Background: an optimization exercise with open tools, aiming at small area, a short achievable clock period and few clock cycles. Do not read the settings as production practice.
Where RTL was checked, it was by simulation tests only, not by an equivalence proof against the original.
Power figures rest on the tool's default switching activity, not on a simulated workload.

// usbpd_msg_engine
module usbpd_msg_engine (
    input  wire         clk,
    input  wire         rst,           
    input  wire         cmd_valid,
    output wire         cmd_ready,
    input  wire [2:0]   cmd_op,
    input  wire [31:0]  cmd_arg,
    input  wire [223:0] cmd_obj,       
    output reg          rsp_valid,
    output reg          rsp_ok,
    output reg  [47:0]  rsp_data,
    output wire [223:0] rsp_obj,       
    output wire         tx_valid,
    input  wire         tx_ready,
    output reg  [7:0]   tx_data,
    input  wire         rx_valid,
    output wire         rx_ready,
    input  wire [7:0]   rx_data
);
Size in the first run: ~300 flip-flops, about 16000 um^2 of cells after synthesis.
Settings: LEC_CHECK=0, CAP_MARGIN=20, CORE_MARGIN=2, CORE_UTILIZATION=50, CTS_BUF_LIST=sky130_fd_sc_hd__clkbuf_8, CTS_CLUSTER_DIAMETER=60, CTS_CLUSTER_SIZE=16, SLEW_MARGIN=20; clock period 12.0 ns.
standard.sh (not shown) runs the stock make flow with config.mk's settings and CLKGATE_MAP_FILE= SYNTH_SCRIPT=/design/flow/synth_recipe.tcl, a recipe that flattens the netlist after the stock synthesis.
==> flow/flow/run.sh <==
#!/bin/bash
export BUFFER_PORTS_ARGS="-buffer_cell sky130_fd_sc_hd__buf_1"
export SETUP_SLACK_MARGIN=8.2
bash standard.sh > standard.log 2>&1
Testbench counts at the start, summed over its fixed seeds: cycles 73,000.
Change:
--- a/flow/design.v
+++ b/flow/design.v
@@ -175,17 +175,17 @@
                 rsp_data[41:32] <= 10'd0;
                 rsp_data[23:0]  <= {4'd0, req_raw[9:0], req_raw[9:0]};
             end
         end else if (ld) begin
             rsp_ok   <= (cmd_op[2:1] != 2'b11);
             rsp_data <= codec;
             is_cap   <= ~cmd_op[0];
-        end else if (btx) begin
-            if (cnt >= 6'd6) rsp_data[15:0] <= 16'd0;
-        end else if (brx) begin
+        end else if (tx_go) begin
+            if (cn == 6'd6) rsp_data[15:0] <= 16'd0;    
+        end else if (rx_go) begin
             if (cnt == 6'd0) rsp_ok <= (rx_data[7:5] == 3'b111);
             if (cnt == 6'd1 && rsp_ok) rsp_data[7:0]  <= rx_data;
             if (cnt == 6'd2 && rsp_ok) rsp_data[15:8] <= rx_data;
         end
     end
     integer j;
     always @(posedge clk) begin
The changed run finished clean.
Clock power rose by 4.2%.
Non-clock buffer count fell by 13.
First-iteration DRC count rose by about 17%.
Cell count rose by about 0.7%.
Fmax rose by 3.3%.
Total power fell by about 4.3%.
Design area hardly moves.
Via count rose by about 2.2%.
Die area rose by about 1.4%.
Routed wire length rose by 2.5%.
Testbench counts after the change, summed over its fixed seeds: cycles 73,000.

* * *

== main ==
The RTL this note starts from:
==> flow/design.v <==
module usbpd_msg_engine (
    input  wire         clk,
    input  wire         rst,           
    input  wire         cmd_valid,
    output wire         cmd_ready,
    input  wire [2:0]   cmd_op,
    input  wire [31:0]  cmd_arg,
    input  wire [223:0] cmd_obj,       
    output reg          rsp_valid,
    output reg          rsp_ok,
    output reg  [47:0]  rsp_data,
    output wire [223:0] rsp_obj,       
    output wire         tx_valid,
    input  wire         tx_ready,
    output reg  [7:0]   tx_data,
    input  wire         rx_valid,
    output wire         rx_ready,
    input  wire [7:0]   rx_data
);
    localparam [7:0] TOK_SYNC1   = 8'h12;
    localparam [7:0] TOK_SYNC2   = 8'h13;
    localparam [7:0] TOK_JAMCRC  = 8'hFF;
    localparam [7:0] TOK_EOP     = 8'h14;
    localparam [7:0] TOK_TXOFF   = 8'hFE;
    localparam [7:0] TOK_TXON    = 8'hA1;
    reg         idle;          
    reg         busy;          
    wire        ld = ~busy;    
    reg         bm;            
    reg         bc;            
    reg         is_cap;        
    reg         btx;           
    reg         brx;           
    reg [5:0]   cnt;           
    reg [2:0]   nobj;          
    reg         ft;            
    reg         tgen;          
    reg         tfull;         
    reg [7:0]   tx_next;       
    reg         fr;            
    reg         er;            
    reg [7:0]   rb;            
    reg         rbv;           
    reg [223:0] obj;
    assign cmd_ready = idle;
    assign tx_valid  = btx;
    assign rx_ready  = brx;
    assign rsp_obj   = obj;
    wire op_tx  = (cmd_op == 3'd4);
    wire op_rx  = (cmd_op == 3'd5);
    wire op_2c  = (cmd_op[2:1] == 2'b01);
    wire push   = btx & tgen & ~tfull;         
    wire pop    = btx & tx_ready;              
    wire et     = btx & ~tgen & ~tfull;        
    wire rx_go  = brx & rx_valid;
    wire done   = (et & tx_ready) | (er & rx_valid);
    wire sh     = (push & ft) | rbv;
    wire [15:0] packhdr = {1'b0, cmd_arg[7:5], cmd_arg[10:8], cmd_arg[11],
                           cmd_arg[13:12], cmd_arg[14], cmd_arg[4:0]};
    wire [15:0] unpackhdr = {5'd0, cmd_arg[11:9], cmd_arg[14:12], cmd_arg[4:0]};
    wire [47:0] unpackcap_raw = {6'd0, cmd_arg[21:20], cmd_arg[24], cmd_arg[25],
                                 cmd_arg[26], cmd_arg[27], cmd_arg[28], cmd_arg[29],
                                 cmd_arg[31:30], 12'd0, cmd_arg[9:0], cmd_arg[19:10]};
    wire [47:0] packreq_raw = {6'd0, cmd_arg[29:21], 1'b0, 1'b0, cmd_arg[2:0], 3'b000, 1'b1,
                               19'd0, cmd_arg[20:16]};
    reg [47:0] codec;
    always @(*) begin
        case (cmd_op)
        3'd0:    codec = {32'd0, packhdr};
        3'd1:    codec = {32'd0, unpackhdr};
        3'd2:    codec = unpackcap_raw;
        3'd3:    codec = packreq_raw;
        3'd4:    codec = {32'd0, cmd_arg[15:0]};    
        default: codec = 48'd0;
        endcase
    end
    wire [15:0] cap_ma  = {rsp_data[19:10], 3'b000} + {rsp_data[19:10], 1'b0};
    wire [12:0] cap_t   = {rsp_data[9:0], 2'b00} + rsp_data[9:0];
    wire [15:0] cap_mv  = {rsp_data[12:0], 3'b000} + {rsp_data[12:0], 1'b0};
    wire [8:0]  req_xh  = rsp_data[41:33];
    wire [5:0]  req_qh  = req_xh / 9'd10;
    wire [3:0]  req_rh  = req_xh % 9'd10;
    wire [8:0]  req_xl  = {rsp_data[41:38], rsp_data[4:0]};
    wire [4:0]  req_ql  = req_xl / 9'd10;
    wire [9:0]  req_raw = {rsp_data[14:10], req_ql};
    wire [5:0] cn  = cnt + 6'd1;
    wire [5:0] n4  = {1'b0, nobj, 2'b00};
    always @(posedge clk) begin
        if (rst) begin
            idle      <= 1'b1;
            busy      <= 1'b0;
            bm        <= 1'b0;
            bc        <= 1'b0;
            btx       <= 1'b0;
            brx       <= 1'b0;
            rsp_valid <= 1'b0;
        end else begin
            rsp_valid <= (idle & cmd_valid & ~op_tx & ~op_rx & ~op_2c) | bc | done;
            if (idle) begin
                if (cmd_valid & (op_tx | op_rx | op_2c)) begin
                    idle <= 1'b0;
                    busy <= 1'b1;
                end
                bm  <= cmd_valid & op_2c;
                bc  <= 1'b0;
                btx <= cmd_valid & op_tx;
                brx <= cmd_valid & op_rx;
            end else if (bm) begin
                bm   <= 1'b0;
                bc   <= 1'b1;
            end else if (bc | done) begin
                idle <= 1'b1;
                busy <= 1'b0;
                bc   <= 1'b0;
                btx  <= 1'b0;
                brx  <= 1'b0;
            end
        end
    end
    always @(posedge clk) begin
        if (ld | rst) begin
            cnt   <= 6'd0;
            nobj  <= cmd_arg[18:16];
            ft    <= 1'b0;
            tgen  <= 1'b1;
            fr    <= 1'b0;
            er    <= 1'b0;
        end else if (push) begin
            cnt  <= cn;
            ft   <= (cn >= 6'd6) && (cn <= 6'd5 + n4);
            tgen <= (cn != 6'd10 + n4);
        end else if (rx_go) begin
            cnt <= cn;
            if (cnt == 6'd2) begin
                nobj <= rx_data[6:4];
                fr   <= (rx_data[6:4] != 3'd0);
            end else begin
                fr   <= (cn >= 6'd3) && (cn < 6'd3 + n4);
            end
            er <= (cnt == 6'd1) ? ~rsp_ok : ((cnt >= 6'd3) && (cn == 6'd6 + n4));
        end
    end
    reg [7:0] tx_new;
    always @(*) begin
        if (cn <= 6'd2)
            tx_new = TOK_SYNC1;
        else if (cn == 6'd3)
            tx_new = TOK_SYNC2;
        else if (cn == 6'd4)
            tx_new = {3'b100, nobj, 2'b10};
        else if (cn == 6'd5)
            tx_new = rsp_data[7:0];
        else if (cn == 6'd6)
            tx_new = rsp_data[15:8];
        else if (ft)
            tx_new = obj[7:0];
        else if (cn == 6'd7 + n4)
            tx_new = TOK_JAMCRC;
        else if (cn == 6'd8 + n4)
            tx_new = TOK_EOP;
        else if (cn == 6'd9 + n4)
            tx_new = TOK_TXOFF;
        else
            tx_new = TOK_TXON;
    end
    always @(posedge clk) begin
        if (ld | rst) begin
            tx_data <= TOK_SYNC1;
            tfull   <= 1'b0;
        end else begin
            if (pop)
                tx_data <= tfull ? tx_next : tx_new;
            if (push & ~pop)
                tx_next <= tx_new;
            if (pop)
                tfull <= 1'b0;
            else if (push)
                tfull <= 1'b1;
        end
    end
    always @(posedge clk) begin
        rb  <= rx_data;
        rbv <= rx_go & fr & ~rst;
    end
    always @(posedge clk) begin
        if (bm) begin
            if (is_cap) begin
                rsp_data[31:16] <= cap_ma;
                rsp_data[12:0]  <= cap_t;
            end else begin
                rsp_data[41:38] <= req_rh;
                rsp_data[15:10] <= req_qh;
            end
        end else if (bc) begin
            if (is_cap) begin
                rsp_data[15:0]  <= cap_mv;
            end else begin
                rsp_data[41:32] <= 10'd0;
                rsp_data[23:0]  <= {4'd0, req_raw[9:0], req_raw[9:0]};
            end
        end else if (ld) begin
            rsp_ok   <= (cmd_op[2:1] != 2'b11);
            rsp_data <= codec;
            is_cap   <= ~cmd_op[0];
        end else if (push) begin
            if (cn == 6'd6) rsp_data[15:0] <= 16'd0;    
        end else if (rx_go) begin
            if (cnt == 6'd0) rsp_ok <= (rx_data[7:5] == 3'b111);
            if (cnt == 6'd1 && rsp_ok) rsp_data[7:0]  <= rx_data;
            if (cnt == 6'd2 && rsp_ok) rsp_data[15:8] <= rx_data;
        end
    end
    integer j;
    always @(posedge clk) begin
        if (ld)
            obj <= cmd_obj;
        else if (sh) begin
            for (j = 0; j < 27; j = j + 1)
                if (brx && (j % 4 == 3) && (nobj == j / 4 + 1))
                    obj[8*j +: 8] <= rb;
                else
                    obj[8*j +: 8] <= obj[8*j+8 +: 8];
            obj[223:216] <= rb;
        end
    end
endmodule
Settings: LEC_CHECK=0, CAP_MARGIN=20, CORE_MARGIN=2, CORE_UTILIZATION=50, CTS_BUF_LIST=sky130_fd_sc_hd__clkbuf_4 sky130_fd_sc_hd__clkbuf_8, SLEW_MARGIN=20; clock period 12.0 ns.
Scripts as last shown in full above: flow/flow/run.sh
The inputs of the feature branch differ from those of main as listed below.
-- flow/design.v --
<<< main, line 184
    end
    always @(posedge clk) begin
        if (bm) begin
            if (is_cap) begin
                rsp_data[31:16] <= cap_ma;
>>> the feature branch, line 184
    end
    always @(posedge clk) begin
        if (ld) begin
            rsp_ok   <= (cmd_op[2:1] != 2'b11);
            rsp_data <= codec;
            is_cap   <= ~cmd_op[0];
        end else if (bm) begin
            if (is_cap) begin
                rsp_data[31:16] <= cap_ma;
<<< main, line 199
                rsp_data[23:0]  <= {4'd0, req_raw[9:0], req_raw[9:0]};
            end
        end else if (ld) begin
            rsp_ok   <= (cmd_op[2:1] != 2'b11);
            rsp_data <= codec;
            is_cap   <= ~cmd_op[0];
        end else if (push) begin
            if (cn == 6'd6) rsp_data[15:0] <= 16'd0;    
>>> the feature branch, line 203
                rsp_data[23:0]  <= {4'd0, req_raw[9:0], req_raw[9:0]};
            end
        end else if (push) begin
            if (cn == 6'd6) rsp_data[15:0] <= 16'd0;    
### Flow results
Diff main -> the feature branch: total number of vias moved down, number of buffers added by the clock tree synthesis step moved up. Between main and the feature branch, the area of all placed cells without fillers does not differ in any meaningful way. Relative to main, the area fraction of clock buffers and clock inverters of the feature branch is higher by 0.56 points. Taking main as the reference, in the feature branch non-clock buffer count increased by 28 relative to the old numbers; cell count decreased by 17 relative to the old numbers; post-route clock period utilization closely matched the old numbers; worst reg-to-reg path cell count increased by 5 relative to the old numbers. Tightest hold margin: the feature branch higher than main. Overall routing resource usage essentially unchanged between main and the feature branch.
Function was not checked in any run of this note: the RTL went through the layout flow alone.

* * *

Another version of the RTL of usbpd_msg_engine (not shown whole).
Size: about 300 flip-flops, about 16,000 sq um of cells after synthesis.
## usbpd_msg_engine
module usbpd_msg_engine (
    input  wire         clk,
    input  wire         rst,           
    input  wire         cmd_valid,
    output wire         cmd_ready,
    input  wire [2:0]   cmd_op,
    input  wire [31:0]  cmd_arg,
    input  wire [223:0] cmd_obj,       
    output reg          rsp_valid,
    output reg          rsp_ok,
    output reg  [47:0]  rsp_data,
    output wire [223:0] rsp_obj,       
    output wire         tx_valid,
    input  wire         tx_ready,
    output reg  [7:0]   tx_data,
    input  wire         rx_valid,
    output wire         rx_ready,
    input  wire [7:0]   rx_data
);
==> flow/config.mk <==
export PLATFORM = sky130hd
export DESIGN_NAME = usbpd_msg_engine
export DESIGN_NICKNAME = usbpd_msg_engine
export VERILOG_FILES = /design/flow/design.v
export SDC_FILE = /design/flow/constraint.sdc
export NUM_CORES = 4
export LEC_CHECK = 0
export CAP_MARGIN = 20
export CORE_MARGIN = 2
export CORE_UTILIZATION = 50
export CTS_BUF_LIST = sky130_fd_sc_hd__clkbuf_8
export CTS_CLUSTER_DIAMETER = 60
export CTS_CLUSTER_SIZE = 16
export SLEW_MARGIN = 20
==> flow/constraint.sdc <==
create_clock -name core_clock -period 12.0 [get_ports {clk}]
set_input_delay 2.4000 -clock core_clock [delete_from_list [all_inputs] [get_ports {clk}]]
set_output_delay 2.4000 -clock core_clock [all_outputs]
set_load 0.01 [all_outputs]
Scripts as last shown in full above: flow/flow/run.sh
Rerun with:
--- a/flow/design.v
+++ b/flow/design.v
@@ -50,37 +50,36 @@
     wire done   = (et & tx_ready) | (er & rx_valid);
     wire sh     = (ft & tx_ready) | (fr & rx_valid);
     wire [15:0] packhdr = {1'b0, cmd_arg[7:5], cmd_arg[10:8], cmd_arg[11],
                            cmd_arg[13:12], cmd_arg[14], cmd_arg[4:0]};
     wire [15:0] unpackhdr = {5'd0, cmd_arg[11:9], cmd_arg[14:12], cmd_arg[4:0]};
     wire [47:0] unpackcap_raw = {6'd0, cmd_arg[21:20], cmd_arg[24], cmd_arg[25],
                                  cmd_arg[26], cmd_arg[27], cmd_arg[28], cmd_arg[29],
-                                 cmd_arg[31:30], 12'd0, cmd_arg[9:0], cmd_arg[19:10]};
+                                 cmd_arg[31:30], 12'd0, cmd_arg[19:0]};
     wire [47:0] packreq_raw = {6'd0, cmd_arg[29:21], 1'b0, 1'b0, cmd_arg[2:0], 3'b000, 1'b1,
                                19'd0, cmd_arg[20:16]};
     reg [47:0] codec;
     always @(*) begin
         case (cmd_op)
         3'd0:    codec = {32'd0, packhdr};
         3'd1:    codec = {32'd0, unpackhdr};
         3'd2:    codec = unpackcap_raw;
         3'd3:    codec = packreq_raw;
         3'd4:    codec = {32'd0, cmd_arg[15:0]};    
         default: codec = 48'd0;
         endcase
     end
-    wire [15:0] cap_ma  = {rsp_data[19:10], 3'b000} + {rsp_data[19:10], 1'b0};
-    wire [12:0] cap_t   = {rsp_data[9:0], 2'b00} + rsp_data[9:0];
-    wire [15:0] cap_mv  = {rsp_data[12:0], 3'b000} + {rsp_data[12:0], 1'b0};
-    wire [8:0]  req_xh  = rsp_data[41:33];
-    wire [5:0]  req_qh  = req_xh / 9'd10;
-    wire [3:0]  req_rh  = req_xh % 9'd10;
-    wire [8:0]  req_xl  = {rsp_data[41:38], rsp_data[4:0]};
-    wire [4:0]  req_ql  = req_xl / 9'd10;
-    wire [9:0]  req_raw = {rsp_data[14:10], req_ql};
+    wire [12:0] m5_a    = {rsp_data[12:10] & {3{~bm}}, rsp_data[9:0]};
+    wire [14:0] m5      = {m5_a, 2'b00} + m5_a;
+    wire [12:0] cap_t   = {rsp_data[19:10], 2'b00} + rsp_data[19:10];
+    wire [15:0] cap_x10 = {m5, 1'b0};
+    wire [8:0]  req_v   = {rsp_data[41:38], bm ? rsp_data[37:33] : rsp_data[4:0]};
+    wire [5:0]  req_q   = req_v / 9'd10;
+    wire [3:0]  req_r   = req_v % 9'd10;
+    wire [9:0]  req_raw = {rsp_data[14:10], req_q[4:0]};
     wire [5:0] cn  = cnt + 6'd1;
     wire [5:0] n4  = {1'b0, nobj, 2'b00};
     always @(posedge clk) begin
         if (rst) begin
             idle      <= 1'b1;
             busy      <= 1'b0;
             bm        <= 1'b0;
@@ -163,23 +162,23 @@
     always @(posedge clk) begin
         if (ld) begin
             rsp_ok   <= (cmd_op[2:1] != 2'b11);
             rsp_data <= codec;
             is_cap   <= ~cmd_op[0];
         end else if (bm) begin
             if (is_cap) begin
-                rsp_data[31:16] <= cap_ma;
+                rsp_data[31:16] <= cap_x10;
                 rsp_data[12:0]  <= cap_t;
             end else begin
-                rsp_data[41:38] <= req_rh;
-                rsp_data[15:10] <= req_qh;
+                rsp_data[41:38] <= req_r;
+                rsp_data[15:10] <= req_q;
             end
         end else if (bc) begin
             if (is_cap) begin
-                rsp_data[15:0]  <= cap_mv;
+                rsp_data[15:0]  <= cap_x10;
             end else begin
                 rsp_data[41:32] <= 10'd0;
                 rsp_data[23:0]  <= {4'd0, req_raw[9:0], req_raw[9:0]};
             end
         end else if (tx_go) begin
             if (cn == 6'd6) rsp_data[15:0] <= 16'd0;    
         end else if (rx_go) begin
After rerunning: The changed run ran to the end with no violations. Global-route usage came out higher by 0.73 points. Clock power hardly moves. Final cell count is lower by a few percent. Design area hardly moves. Critical path depth is higher by 16. Routed wire length climbs slightly. Non-clock buffer count is higher by 15. Synthesized area goes down slightly. Utilization increases by 1.4 points. Worst hold slack loses 0.040 ns.
Function was not checked in any run of this note: the RTL went through the layout flow alone.

port drivers added, routing unchanged:
In the flow no input, the clock included, has a driving cell. The finished layouts below were timed again as built, in two steps.
Step 1 sets driving cells, clkbuf_16 on the clock port and buf_2 on the other inputs (assumed; they add their load-dependent delay and slew).
Step 2 also shifts input and output timing later by t, the mid clock arrival at the registers, as if the neighbouring blocks saw the same clock.
Three values: ideal ports, drivers, drivers and shift; two values: the first two.
run | t (ns) | setup WS [ns] | worst setup path at the end | worst slew at a driven data input, ns | pins driven straight from the clock port
the first run of note 1 | 0.643 | 8.099 / 8.070 / 7.510 | input to register | 0.11 | 1
the second run of note 1 | 0.651 | 8.225 / 8.175 / 7.581 | input to register | 0.11 | 1
main | 0.689 | 8.225 / 8.173 / 7.590 | input to register | 0.12 | 1
the feature branch | 0.683 | 8.209 / 8.155 / 7.664 | input to register | 0.12 | 1
the first run of note 3 | 0.661 | 8.226 / 8.174 / 7.640 | input to register | 0.12 | 1
the second run of note 3 | 0.663 | 7.765 / 7.765 / 7.459 | input to register | 0.11 | 1
After both steps every run listed still meets setup and hold. For the second run of note 1, which loses most, drivers alone change the setup slack by -0.050 ns; drivers and shift together by -0.644 ns.
